From an optimization exercise on the open Yosys and OpenROAD flow, aimed at small area, a short achievable clock period and few clock cycles per item; shortcuts taken in it are not production practice. The RTL of this run was laid out without a check of its function.

<file path="flow/design.v">
module tone_planner (
    input  wire        clk,
    input  wire        rst,
    input  wire        in_valid,
    output wire        in_ready,
    input  wire        in_is_note,
    input  wire [7:0]  in_note,
    input  wire [15:0] in_freq,
    input  wire [15:0] in_dur,
    input  wire [7:0]  in_vol,
    output wire        out_valid,
    input  wire        out_ready,
    output wire [15:0] out_freq,
    output wire        out_pre,
    output wire [15:0] out_top,
    output wire [15:0] out_duty,
    output wire [15:0] out_timeout,
    output wire        out_fault
);
    wire en;
    reg  [17:0] v;
    assign out_valid = v[17];
    assign en = !v[17] || out_ready;
    reg        sk_full;
    reg        sk_isn, sk_sil;
    reg [15:0] sk_x, sk_d;
    reg [3:0]  sk_vol;
    assign in_ready = !sk_full;
    wire       i_sil = in_is_note && (in_note == 8'd255 || in_vol == 8'd0);
    wire [3:0] i_vol = i_sil ? 4'd0 : (in_vol > 8'd15) ? 4'd15 : in_vol[3:0];
    wire [15:0] i_x  = in_is_note ? {8'd0, in_note} : in_freq;
    wire       a_in_v   = sk_full || in_valid;
    wire       a_in_isn = sk_full ? sk_isn : in_is_note;
    wire       a_in_sil = sk_full ? sk_sil : i_sil;
    wire [15:0] a_in_x  = sk_full ? sk_x : i_x;
    wire [15:0] a_in_d  = sk_full ? sk_d : in_dur;
    wire [3:0] a_in_vol = sk_full ? sk_vol : i_vol;
    always @(posedge clk) begin
        if (rst) sk_full <= 1'b0;
        else if (en) sk_full <= 1'b0;
        else if (in_valid && !sk_full) sk_full <= 1'b1;
        if (!en && !sk_full) begin
            sk_isn <= in_is_note; sk_sil <= i_sil; sk_x <= i_x;
            sk_d <= in_dur; sk_vol <= i_vol;
        end
    end
    always @(posedge clk) begin
        if (rst) v <= 0;
        else if (en) v <= {v[16:0], a_in_v};
    end
    reg        s0_isn, s0_sil;
    reg [15:0] s0_x, s0_d;
    reg [3:0]  s0_vol;
    always @(posedge clk) if (en) begin
        s0_isn <= a_in_isn; s0_sil <= a_in_sil; s0_x <= a_in_x;
        s0_d <= a_in_d; s0_vol <= a_in_vol;
    end
    wire [7:0] n_cl = (s0_x[7:0] < 8'd16) ? 8'd16 : (s0_x[7:0] > 8'd111) ? 8'd111 : s0_x[7:0];
    reg [15:0] n_fw;
    always @* begin
        case (n_cl[6:0])
            7'd16: n_fw = 16'd33180;
            7'd17: n_fw = 16'd33205;
            7'd18: n_fw = 16'd33230;
            7'd19: n_fw = 16'd33258;
            7'd20: n_fw = 16'd33287;
            7'd21: n_fw = 16'd33318;
            7'd22: n_fw = 16'd33351;
            7'd23: n_fw = 16'd33385;
            7'd24: n_fw = 16'd33422;
            7'd25: n_fw = 16'd33461;
            7'd26: n_fw = 16'd33502;
            7'd27: n_fw = 16'd33546;
            7'd28: n_fw = 16'd33592;
            7'd29: n_fw = 16'd33642;
            7'd30: n_fw = 16'd33692;
            7'd31: n_fw = 16'd33748;
            7'd32: n_fw = 16'd33806;
            7'd33: n_fw = 16'd33868;
            7'd34: n_fw = 16'd33934;
            7'd35: n_fw = 16'd34002;
            7'd36: n_fw = 16'd34076;
            7'd37: n_fw = 16'd34154;
            7'd38: n_fw = 16'd34236;
            7'd39: n_fw = 16'd34324;
            7'd40: n_fw = 16'd165;
            7'd41: n_fw = 16'd175;
            7'd42: n_fw = 16'd185;
            7'd43: n_fw = 16'd196;
            7'd44: n_fw = 16'd208;
            7'd45: n_fw = 16'd220;
            7'd46: n_fw = 16'd233;
            7'd47: n_fw = 16'd247;
            7'd48: n_fw = 16'd262;
            7'd49: n_fw = 16'd277;
            7'd50: n_fw = 16'd294;
            7'd51: n_fw = 16'd311;
            7'd52: n_fw = 16'd330;
            7'd53: n_fw = 16'd350;
            7'd54: n_fw = 16'd370;
            7'd55: n_fw = 16'd392;
            7'd56: n_fw = 16'd415;
            7'd57: n_fw = 16'd440;
            7'd58: n_fw = 16'd466;
            7'd59: n_fw = 16'd494;
            7'd60: n_fw = 16'd523;
            7'd61: n_fw = 16'd554;
            7'd62: n_fw = 16'd587;
            7'd63: n_fw = 16'd622;
            7'd64: n_fw = 16'd659;
            7'd65: n_fw = 16'd699;
            7'd66: n_fw = 16'd739;
            7'd67: n_fw = 16'd784;
            7'd68: n_fw = 16'd830;
            7'd69: n_fw = 16'd880;
            7'd70: n_fw = 16'd933;
            7'd71: n_fw = 16'd987;
            7'd72: n_fw = 16'd1046;
            7'd73: n_fw = 16'd1109;
            7'd74: n_fw = 16'd1174;
            7'd75: n_fw = 16'd1245;
            7'd76: n_fw = 16'd1318;
            7'd77: n_fw = 16'd1398;
            7'd78: n_fw = 16'd1478;
            7'd79: n_fw = 16'd1568;
            7'd80: n_fw = 16'd1661;
            7'd81: n_fw = 16'd1760;
            7'd82: n_fw = 16'd1866;
            7'd83: n_fw = 16'd1974;
            7'd84: n_fw = 16'd2093;
            7'd85: n_fw = 16'd2218;
            7'd86: n_fw = 16'd2349;
            7'd87: n_fw = 16'd2490;
            7'd88: n_fw = 16'd2637;
            7'd89: n_fw = 16'd2797;
            7'd90: n_fw = 16'd2957;
            7'd91: n_fw = 16'd3136;
            7'd92: n_fw = 16'd3322;
            7'd93: n_fw = 16'd3520;
            7'd94: n_fw = 16'd3731;
            7'd95: n_fw = 16'd3949;
            7'd96: n_fw = 16'd4186;
            7'd97: n_fw = 16'd4435;
            7'd98: n_fw = 16'd4698;
            7'd99: n_fw = 16'd4979;
            7'd100: n_fw = 16'd5274;
            7'd101: n_fw = 16'd5594;
            7'd102: n_fw = 16'd5914;
            7'd103: n_fw = 16'd6272;
            7'd104: n_fw = 16'd6643;
            7'd105: n_fw = 16'd7040;
            7'd106: n_fw = 16'd7462;
            7'd107: n_fw = 16'd7898;
            7'd108: n_fw = 16'd8371;
            7'd109: n_fw = 16'd8870;
            7'd110: n_fw = 16'd9395;
            7'd111: n_fw = 16'd9958;
            default: n_fw = 16'd0;
        endcase
    end
    wire [15:0] fw   = s0_sil ? 16'd1000 : s0_isn ? n_fw : s0_x;
    wire        t1   = fw[15];
    wire [14:0] fr   = fw[14:0];
    wire [14:0] f1   = t1 ? ((fr < 15'd400) ? 15'd400 : fr)
                          : ((fr < 15'd40) ? 15'd40 : (fr > 15'd10000) ? 15'd10000 : fr);
    wire        p1   = t1 ? (f1 <= 15'd2000) : (f1 <= 15'd200);
    wire [14:0] r1_in = p1 ? (t1 ? 15'd152 : 15'd15) : (t1 ? 15'd1220 : 15'd122);
    wire [15:0] r15_sh = {r1_in, (p1 && t1) || (!p1 && t1)};
    wire [16:0] r15_sub = {1'b0, r15_sh} - {2'b0, f1};
    wire        q15 = !r15_sub[16];
    wire [14:0] r15 = q15 ? r15_sub[14:0] : r15_sh[14:0];
    reg [14:0] s1_f, s1_r; reg s1_t, s1_p; reg [15:0] s1_d; reg [3:0] s1_vol;
    reg [0:0] s1_q;
    always @(posedge clk) if (en) begin
        s1_f <= f1; s1_t <= t1; s1_p <= p1; s1_d <= s0_d; s1_vol <= s0_vol; s1_r <= r15;
        s1_q <= {q15};
    end
    wire [15:0] r14_sh = {s1_r, (s1_p && !s1_t)};
    wire [16:0] r14_sub = {1'b0, r14_sh} - {2'b0, s1_f};
    wire        q14 = !r14_sub[16];
    wire [14:0] r14 = q14 ? r14_sub[14:0] : r14_sh[14:0];
    reg [14:0] s2_f, s2_r; reg s2_t, s2_p; reg [3:0] s2_vol;
    reg [1:0] s2_q;
    wire [15:0] fh_x = {1'b0, s1_f} + 16'd5;
    wire [31:0] fh_m = fh_x * 32'd26215;
    wire [13:0] fhz = s1_t ? fh_m[31:18] : s1_f[13:0];
    reg [15:0] s2_d; reg [13:0] s2_fhz;
    always @(posedge clk) if (en) begin
        s2_f <= s1_f; s2_t <= s1_t; s2_p <= s1_p; s2_vol <= s1_vol;
        s2_r <= r14; s2_q <= {s1_q, q14};
        s2_d <= s1_d; s2_fhz <= fhz;
    end
    wire [15:0] r13_sh = {s2_r, (!s2_p && s2_t)};
    wire [16:0] r13_sub = {1'b0, r13_sh} - {2'b0, s2_f};
    wire        q13 = !r13_sub[16];
    wire [14:0] r13 = q13 ? r13_sub[14:0] : r13_sh[14:0];
    reg [14:0] s3_f, s3_r; reg s3_t, s3_p; reg [3:0] s3_vol;
    reg [2:0] s3_q;
    wire [29:0] pm = s2_d * s2_fhz;
    reg s3_fault; reg [22:0] s3_pp;
    always @(posedge clk) if (en) begin
        s3_f <= s2_f; s3_t <= s2_t; s3_p <= s2_p; s3_vol <= s2_vol;
        s3_r <= r13; s3_q <= {s2_q, q13};
        s3_fault <= (pm >= 30'd65536000); s3_pp <= pm[25:3];
    end
    wire [15:0] r12_sh = {s3_r, (s3_p && s3_t) || (!s3_p && s3_t) || (!s3_p && !s3_t)};
    wire [16:0] r12_sub = {1'b0, r12_sh} - {2'b0, s3_f};
    wire        q12 = !r12_sub[16];
    wire [14:0] r12 = q12 ? r12_sub[14:0] : r12_sh[14:0];
    reg [14:0] s4_f, s4_r; reg s4_t, s4_p; reg [3:0] s4_vol;
    reg [3:0] s4_q;
    wire [46:0] tm = s3_pp * 47'd8589935;
    reg s4_fault; reg [15:0] s4_to;
    always @(posedge clk) if (en) begin
        s4_f <= s3_f; s4_t <= s3_t; s4_p <= s3_p; s4_vol <= s3_vol;
        s4_r <= r12; s4_q <= {s3_q, q12};
        s4_fault <= s3_fault; s4_to <= tm[45:30];
    end
    wire [15:0] r11_sh = {s4_r, 1'b0};
    wire [16:0] r11_sub = {1'b0, r11_sh} - {2'b0, s4_f};
    wire        q11 = !r11_sub[16];
    wire [14:0] r11 = q11 ? r11_sub[14:0] : r11_sh[14:0];
    reg [14:0] s5_f, s5_r; reg s5_t, s5_p; reg [3:0] s5_vol;
    reg [4:0] s5_q;
    reg s5_fault; reg [15:0] s5_to;
    always @(posedge clk) if (en) begin
        s5_f <= s4_f; s5_t <= s4_t; s5_p <= s4_p; s5_vol <= s4_vol;
        s5_r <= r11; s5_q <= {s4_q, q11};
        s5_fault <= s4_fault; s5_to <= s4_to;
    end
    wire [15:0] r10_sh = {s5_r, (s5_p && s5_t) || (!s5_p && s5_t)};
    wire [16:0] r10_sub = {1'b0, r10_sh} - {2'b0, s5_f};
    wire        q10 = !r10_sub[16];
    wire [14:0] r10 = q10 ? r10_sub[14:0] : r10_sh[14:0];
    reg [14:0] s6_f, s6_r; reg s6_t, s6_p; reg [3:0] s6_vol;
    reg [5:0] s6_q;
    reg s6_fault; reg [15:0] s6_to;
    always @(posedge clk) if (en) begin
        s6_f <= s5_f; s6_t <= s5_t; s6_p <= s5_p; s6_vol <= s5_vol;
        s6_r <= r10; s6_q <= {s5_q, q10};
        s6_fault <= s5_fault; s6_to <= s5_to;
    end
    wire [15:0] r9_sh = {s6_r, (s6_p && s6_t) || (s6_p && !s6_t) || (!s6_p && !s6_t)};
    wire [16:0] r9_sub = {1'b0, r9_sh} - {2'b0, s6_f};
    wire        q9 = !r9_sub[16];
    wire [14:0] r9 = q9 ? r9_sub[14:0] : r9_sh[14:0];
    reg [14:0] s7_f, s7_r; reg s7_t, s7_p; reg [3:0] s7_vol;
    reg [6:0] s7_q;
    reg s7_fault; reg [15:0] s7_to;
    always @(posedge clk) if (en) begin
        s7_f <= s6_f; s7_t <= s6_t; s7_p <= s6_p; s7_vol <= s6_vol;
        s7_r <= r9; s7_q <= {s6_q, q9};
        s7_fault <= s6_fault; s7_to <= s6_to;
    end
    wire [15:0] r8_sh = {s7_r, 1'b0};
    wire [16:0] r8_sub = {1'b0, r8_sh} - {2'b0, s7_f};
    wire        q8 = !r8_sub[16];
    wire [14:0] r8 = q8 ? r8_sub[14:0] : r8_sh[14:0];
    reg [14:0] s8_f, s8_r; reg s8_t, s8_p; reg [3:0] s8_vol;
    reg [7:0] s8_q;
    reg s8_fault; reg [15:0] s8_to;
    always @(posedge clk) if (en) begin
        s8_f <= s7_f; s8_t <= s7_t; s8_p <= s7_p; s8_vol <= s7_vol;
        s8_r <= r8; s8_q <= {s7_q, q8};
        s8_fault <= s7_fault; s8_to <= s7_to;
    end
    wire [15:0] r7_sh = {s8_r, (s8_p && s8_t)};
    wire [16:0] r7_sub = {1'b0, r7_sh} - {2'b0, s8_f};
    wire        q7 = !r7_sub[16];
    wire [14:0] r7 = q7 ? r7_sub[14:0] : r7_sh[14:0];
    reg [14:0] s9_f, s9_r; reg s9_t, s9_p; reg [3:0] s9_vol;
    reg [8:0] s9_q;
    reg s9_fault; reg [15:0] s9_to;
    always @(posedge clk) if (en) begin
        s9_f <= s8_f; s9_t <= s8_t; s9_p <= s8_p; s9_vol <= s8_vol;
        s9_r <= r7; s9_q <= {s8_q, q7};
        s9_fault <= s8_fault; s9_to <= s8_to;
    end
    wire [15:0] r6_sh = {s9_r, (s9_p && !s9_t)};
    wire [16:0] r6_sub = {1'b0, r6_sh} - {2'b0, s9_f};
    wire        q6 = !r6_sub[16];
    wire [14:0] r6 = q6 ? r6_sub[14:0] : r6_sh[14:0];
    reg [14:0] s10_f, s10_r; reg s10_t, s10_p; reg [3:0] s10_vol;
    reg [9:0] s10_q;
    reg s10_fault; reg [15:0] s10_to;
    always @(posedge clk) if (en) begin
        s10_f <= s9_f; s10_t <= s9_t; s10_p <= s9_p; s10_vol <= s9_vol;
        s10_r <= r6; s10_q <= {s9_q, q6};
        s10_fault <= s9_fault; s10_to <= s9_to;
    end
    wire [15:0] r5_sh = {s10_r, 1'b0};
    wire [16:0] r5_sub = {1'b0, r5_sh} - {2'b0, s10_f};
    wire        q5 = !r5_sub[16];
    wire [14:0] r5 = q5 ? r5_sub[14:0] : r5_sh[14:0];
    reg [14:0] s11_f, s11_r; reg s11_t, s11_p; reg [3:0] s11_vol;
    reg [10:0] s11_q;
    reg s11_fault; reg [15:0] s11_to;
    always @(posedge clk) if (en) begin
        s11_f <= s10_f; s11_t <= s10_t; s11_p <= s10_p; s11_vol <= s10_vol;
        s11_r <= r5; s11_q <= {s10_q, q5};
        s11_fault <= s10_fault; s11_to <= s10_to;
    end
    wire [15:0] r4_sh = {s11_r, 1'b0};
    wire [16:0] r4_sub = {1'b0, r4_sh} - {2'b0, s11_f};
    wire        q4 = !r4_sub[16];
    wire [14:0] r4 = q4 ? r4_sub[14:0] : r4_sh[14:0];
    reg [14:0] s12_f, s12_r; reg s12_t, s12_p; reg [3:0] s12_vol;
    reg [11:0] s12_q;
    reg s12_fault; reg [15:0] s12_to;
    always @(posedge clk) if (en) begin
        s12_f <= s11_f; s12_t <= s11_t; s12_p <= s11_p; s12_vol <= s11_vol;
        s12_r <= r4; s12_q <= {s11_q, q4};
        s12_fault <= s11_fault; s12_to <= s11_to;
    end
    wire [15:0] r3_sh = {s12_r, 1'b0};
    wire [16:0] r3_sub = {1'b0, r3_sh} - {2'b0, s12_f};
    wire        q3 = !r3_sub[16];
    wire [14:0] r3 = q3 ? r3_sub[14:0] : r3_sh[14:0];
    reg [14:0] s13_f, s13_r; reg s13_t, s13_p; reg [3:0] s13_vol;
    reg [12:0] s13_q;
    reg s13_fault; reg [15:0] s13_to;
    always @(posedge clk) if (en) begin
        s13_f <= s12_f; s13_t <= s12_t; s13_p <= s12_p; s13_vol <= s12_vol;
        s13_r <= r3; s13_q <= {s12_q, q3};
        s13_fault <= s12_fault; s13_to <= s12_to;
    end
    wire [15:0] r2_sh = {s13_r, 1'b0};
    wire [16:0] r2_sub = {1'b0, r2_sh} - {2'b0, s13_f};
    wire        q2 = !r2_sub[16];
    wire [14:0] r2 = q2 ? r2_sub[14:0] : r2_sh[14:0];
    reg [14:0] s14_f, s14_r; reg s14_t, s14_p; reg [3:0] s14_vol;
    reg [13:0] s14_q;
    reg s14_fault; reg [15:0] s14_to;
    always @(posedge clk) if (en) begin
        s14_f <= s13_f; s14_t <= s13_t; s14_p <= s13_p; s14_vol <= s13_vol;
        s14_r <= r2; s14_q <= {s13_q, q2};
        s14_fault <= s13_fault; s14_to <= s13_to;
    end
    wire [15:0] r1_sh = {s14_r, 1'b0};
    wire [16:0] r1_sub = {1'b0, r1_sh} - {2'b0, s14_f};
    wire        q1 = !r1_sub[16];
    wire [14:0] r1 = q1 ? r1_sub[14:0] : r1_sh[14:0];
    reg [14:0] s15_f, s15_r; reg s15_t, s15_p; reg [3:0] s15_vol;
    reg [14:0] s15_q;
    reg s15_fault; reg [15:0] s15_to;
    always @(posedge clk) if (en) begin
        s15_f <= s14_f; s15_t <= s14_t; s15_p <= s14_p; s15_vol <= s14_vol;
        s15_r <= r1; s15_q <= {s14_q, q1};
        s15_fault <= s14_fault; s15_to <= s14_to;
    end
    wire [15:0] r0_sh = {s15_r, 1'b0};
    wire [16:0] r0_sub = {1'b0, r0_sh} - {2'b0, s15_f};
    wire        q0 = !r0_sub[16];
    wire [14:0] r0 = q0 ? r0_sub[14:0] : r0_sh[14:0];
    reg [14:0] s16_f, s16_r; reg s16_t, s16_p; reg [3:0] s16_vol;
    reg [15:0] s16_q;
    reg s16_fault; reg [15:0] s16_to;
    always @(posedge clk) if (en) begin
        s16_f <= s15_f; s16_t <= s15_t; s16_p <= s15_p; s16_vol <= s15_vol;
        s16_r <= r0; s16_q <= {s15_q, q0};
        s16_fault <= s15_fault; s16_to <= s15_to;
    end
    wire [16:0] rd_cmp = {1'b0, s16_r, 1'b0} - {2'b0, s16_f} - {16'd0, s16_f[0]};
    wire [15:0] top = s16_q + {15'd0, !rd_cmp[16]};
    wire [4:0]  dsh = 5'd16 - {1'b0, s16_vol};
    wire [15:0] duty = top >> dsh;
    reg [15:0] o_freq, o_top, o_duty, o_to; reg o_pre, o_fault;
    always @(posedge clk) if (en) begin
        o_freq <= {s16_t, s16_f}; o_pre <= s16_p; o_top <= top; o_duty <= duty;
        o_to <= s16_to; o_fault <= s16_fault;
    end
    assign out_freq = o_freq; assign out_pre = o_pre; assign out_top = o_top;
    assign out_duty = o_duty; assign out_timeout = o_to; assign out_fault = o_fault;
endmodule
</file>
<file path="flow/run.sh">
#!/bin/bash
# synth_recipe.tcl (not shown) runs the flow's synth.tcl, then flattens the netlist and writes it again
# the make line also repeats each setting of config.mk as NAME=value (left out here)
make -C /OpenROAD-flow-scripts/flow DESIGN_CONFIG=/design/flow/config.mk WORK_HOME=/design/flow/orfs CLKGATE_MAP_FILE= SYNTH_SCRIPT=/design/flow/synth_recipe.tcl finish
</file>
<file path="flow/config.mk">
export PLATFORM = sky130hd
export DESIGN_NAME = tone_planner
export DESIGN_NICKNAME = tone_planner
export VERILOG_FILES = /design/flow/design.v
export SDC_FILE = /design/flow/constraint.sdc
export NUM_CORES = 4
export LEC_CHECK = 0
export CAP_MARGIN = 20
export CORE_MARGIN = 2
export CORE_UTILIZATION = 40
export SLEW_MARGIN = 20
</file>
<file path="flow/constraint.sdc">
create_clock -name core_clock -period 12.0 [get_ports {clk}]
set_input_delay 2.4000 -clock core_clock [delete_from_list [all_inputs] [get_ports {clk}]]
set_output_delay 2.4000 -clock core_clock [all_outputs]
set_load 0.01 [all_outputs]
</file>
==> notes.md <==
final timing paths:
kind	from	endpoint	slack [ns]	cells after the start
worst max-delay path	s0_x[7]$_DFFE_PP_	s1_r[1]$_DFFE_PP_	3.80	29
worst min-delay path	s15_fault$_DFFE_PP_	s16_fault$_DFFE_PP_	0.40	0
worst max register to register	s0_x[7]$_DFFE_PP_	s1_r[1]$_DFFE_PP_	3.80	29
worst min register to register	s15_fault$_DFFE_PP_	s16_fault$_DFFE_PP_	0.40	0
worst register-to-register path: cells and delay by family (launching register included):
kind | cells | cell delay, ns
simple gates | 2 | 0.37
flops | 1 | 0.32
compound gates | 17 | 4.34
fa+ha+maj | 3 | 1.29
mux | 1 | 0.39
buf+inv | 6 | 1.25
layout make-up:
cell class              instances  area (um^2)
inverters                     971         3650
flip-flops and latches       1164        34800
well taps                    2340         2930
repair buffers                162         1570
clock inverters                74          649
fillers                     16100        97100
diodes                          3         7.51
multi-input cells            3588        32100
clock buffers                 162         3440
placed cells by master (no fill, tap or decap), types with 12 or more instances in the layout:
cell type / n
clkinv_2: 21
a211oi_1: 23
buf_4: 38
mux2i_1: 39
o21bai_1: 12
a21oi_1: 165
nand4_1: 18
edfxtp_1: 1145
nor3_2: 17
and3_1: 14
clkbuf_1: 29
mux2_2: 73
xor2_1: 66
a21boi_0: 101
fa_1: 417
inv_1: 965
nand2b_1: 39
nor3_1: 53
o211ai_1: 34
and2_1: 114
a21o_1: 78
nor2_1: 287
nand2_1: 500
nor2b_1: 67
a31oi_1: 14
clkbuf_16: 133
xnor2_1: 110
clkinv_1: 30
o31ai_1: 102
o21ai_0: 255
nand3_1: 32
dfxtp_1: 19
ha_1: 719
o21a_1: 30
clkdlybuf4s50_1: 120
a31o_2: 20
a311oi_1: 17
through the flow:
stage	hold WS (ns)	cell area [um^2]	instances
final	0.396	79200	8464
after global routing	0.406	79200	8462
after CTS	0.387	79100	8460
after global placement	0.400	75000	8224
after floorplan	0.400	71000	5852
after detailed placement	0.405	75000	8224
logic make-up after synthesis:
family | synth area share [%]
AND/OR/NAND/NOR | 7.78
other | 0.00528
buffers and inverters | 5.94
multiplexers | 1.75
adder cells (fa/ha/maj) | 24.4
flip-flops | 48.9
AO/OA/AOI/OAI | 8.95
XOR/XNOR | 2.20
layer usage:
metal  GRT usage (%)  share of wire, %  wire length [um]
met4            4.54               2.6              3530
met3            2.50               3.7              4950
met5               0                 0                 0
met1            18.8                44             58900
met2            26.7                50             67000
==> notes.md <==
======================================================================
Worst setup timing slack at the placement stage                3.94 ns
Via count of the first global-routing pass                       43700
RSZ-0062 raised after global routing                                no
Most frequent cells after synthesis                       edfxtp_1 (1145), inv_1 (966), ha_1 (719)
DP HPWL                                                       99700 um
Via density per instance                                          4.96
Worst setup EP type                                           register
Final critical path time including I/O delays and setup        8.20 ns
Dominant register cell in the synthesized netlist             edfxtp_1
Critical path startpoint category                             register
Class of the tightest hold or removal check                 reg -> reg
Total Die Area                                              0.181 mm^2
Number of levels the H-tree was split into                           4
Status                                no timing/DRC/antenna violations
Number of input and output port buffers inserted                   120
Layout cells sized above 1                                       6.16%
Global routing usage summed across all routing layers            15.1%
Sinks on Clock Net                                                1164
Mean routed wirelength per cell                                15.9 um
Type of the worst setup path                                reg -> reg
Root Buffer                                                  clkbuf_16
Max Fclk                                                       122 MHz
Std cell rows                                                      154
Area share of the largest cell type after synthesis              48.4%
Overall routed net length                                    134000 um
Number of hold buffers added after cts                               0
Data arrival time at the worst-slack endpoint                  8.70 ns
Fin Setup TNS                                                     0 ns
Average cell area after synthesis                            12.1 um^2
Buffer count from post-CTS setup fixing                              0
Global route total overflow                                          0
Buf/Inv on CP                                                        6
Crit share post-route                                            68.3%
Number of routed nets with antenna violations                        0
Width of the die                                                425 um
Fin. Hold Viols                                                      0
Yosys warning count                                                  1
Most frequent cell after synthesis                            edfxtp_1
Max transition margin                                            23.1%
Top-level I/O count                                                121
Crit path largest cell delay                                   0.71 ns
Clock buffer depth                                                   3
Most numerous cell on the critical path                          inv_1
Tightest Pin Transition                                        1.14 ns
Count of endpoints failing setup in the final report                 0
DR pass1 iterations                                                  5
Number of buffers created by CTS                                   132
Clock slew at reported path FFs                                0.06 ns
Final Core Density                                               44.9%
Number of maximum-capacitance constraint violations                  0
Biggest fanout along the worst timing path                          33
First-pass GRT wire length                                   221000 um
Number of resized instances in the post-cts repair step              0
Post-Syn Area                                              0.0710 mm^2
Initial antenna violation count                                      2
Placer Congestion                                                0.869
Total number of nets in the final design                          7208
Number of library cell types mapped by synthesis                   104
Seq/Total Area, Yosys                                            48.9%
Die outline height                                              425 um
Max-slew violations                                                  0
Largest net degree at the start of global routing                  207
Largest register by flop count                                   s3_pp
Standard cell core area                                     0.176 mm^2
Cell taking the most area after synthesis                     edfxtp_1
Kind of cell adding the most delay to the critical path   compound AO/OA/AOI/OAI gates
Cell types occupying the most area after synthesis        edfxtp_1 (48%), ha_1 (13%), fa_1 (12%)
Max reg flops                                                       23
Largest clock skew in the final design                       0.0446 ns
Post-Synthesis Net Count                                          7041
Mapped Cells                                                      5852
Biggest regs                                              s3_pp: 23 flops, v: 18 flops
Post-route DRC violation count                                       0
Worst-Skew Late Latency                                        0.76 ns
Relative area change from synthesis to final layout              11.5%
EDFF count, synth                                                 1145
Flip-flop and latch count after synthesis                         1164
Total number of vias                                             42000
Slowest CP cell                                                   ha_1
Req. time, crit path                                          12.50 ns
TritonCTS clock tree                                               yes
Number of DRC markers in iteration 0                              2122
Starting Density                                                 40.3%
Worst setup slack after layout                                 3.80 ns
Async S/R FF share, synth                                           0%
======================================================================

-- re-timing with driven ports --
The flow's constraints put no driver on any port. The routed layout listed below was extracted and timed again, unchanged, in two steps. Step 1: set_driving_cell puts a clkbuf_16 on clk and a buf_2 on each other input, an assumption about the parent block. Step 2 also shifts input and output timing later by t, the mid clock arrival at the registers, as if the neighbouring blocks saw the same clock. Three values: ideal, step 1, step 2; two values: the first two.
t (ns): 0.819
setup WS [ns]: 3.800 / 3.800 / 3.800
latest minus earliest clock arrival (ns): 0.046 / 0.046
pins driven straight from the clock port: 1
After both steps this run still meets setup and hold. The setup slack of this run moves by 0.000 ns with the drivers and by 0.000 ns with both steps.
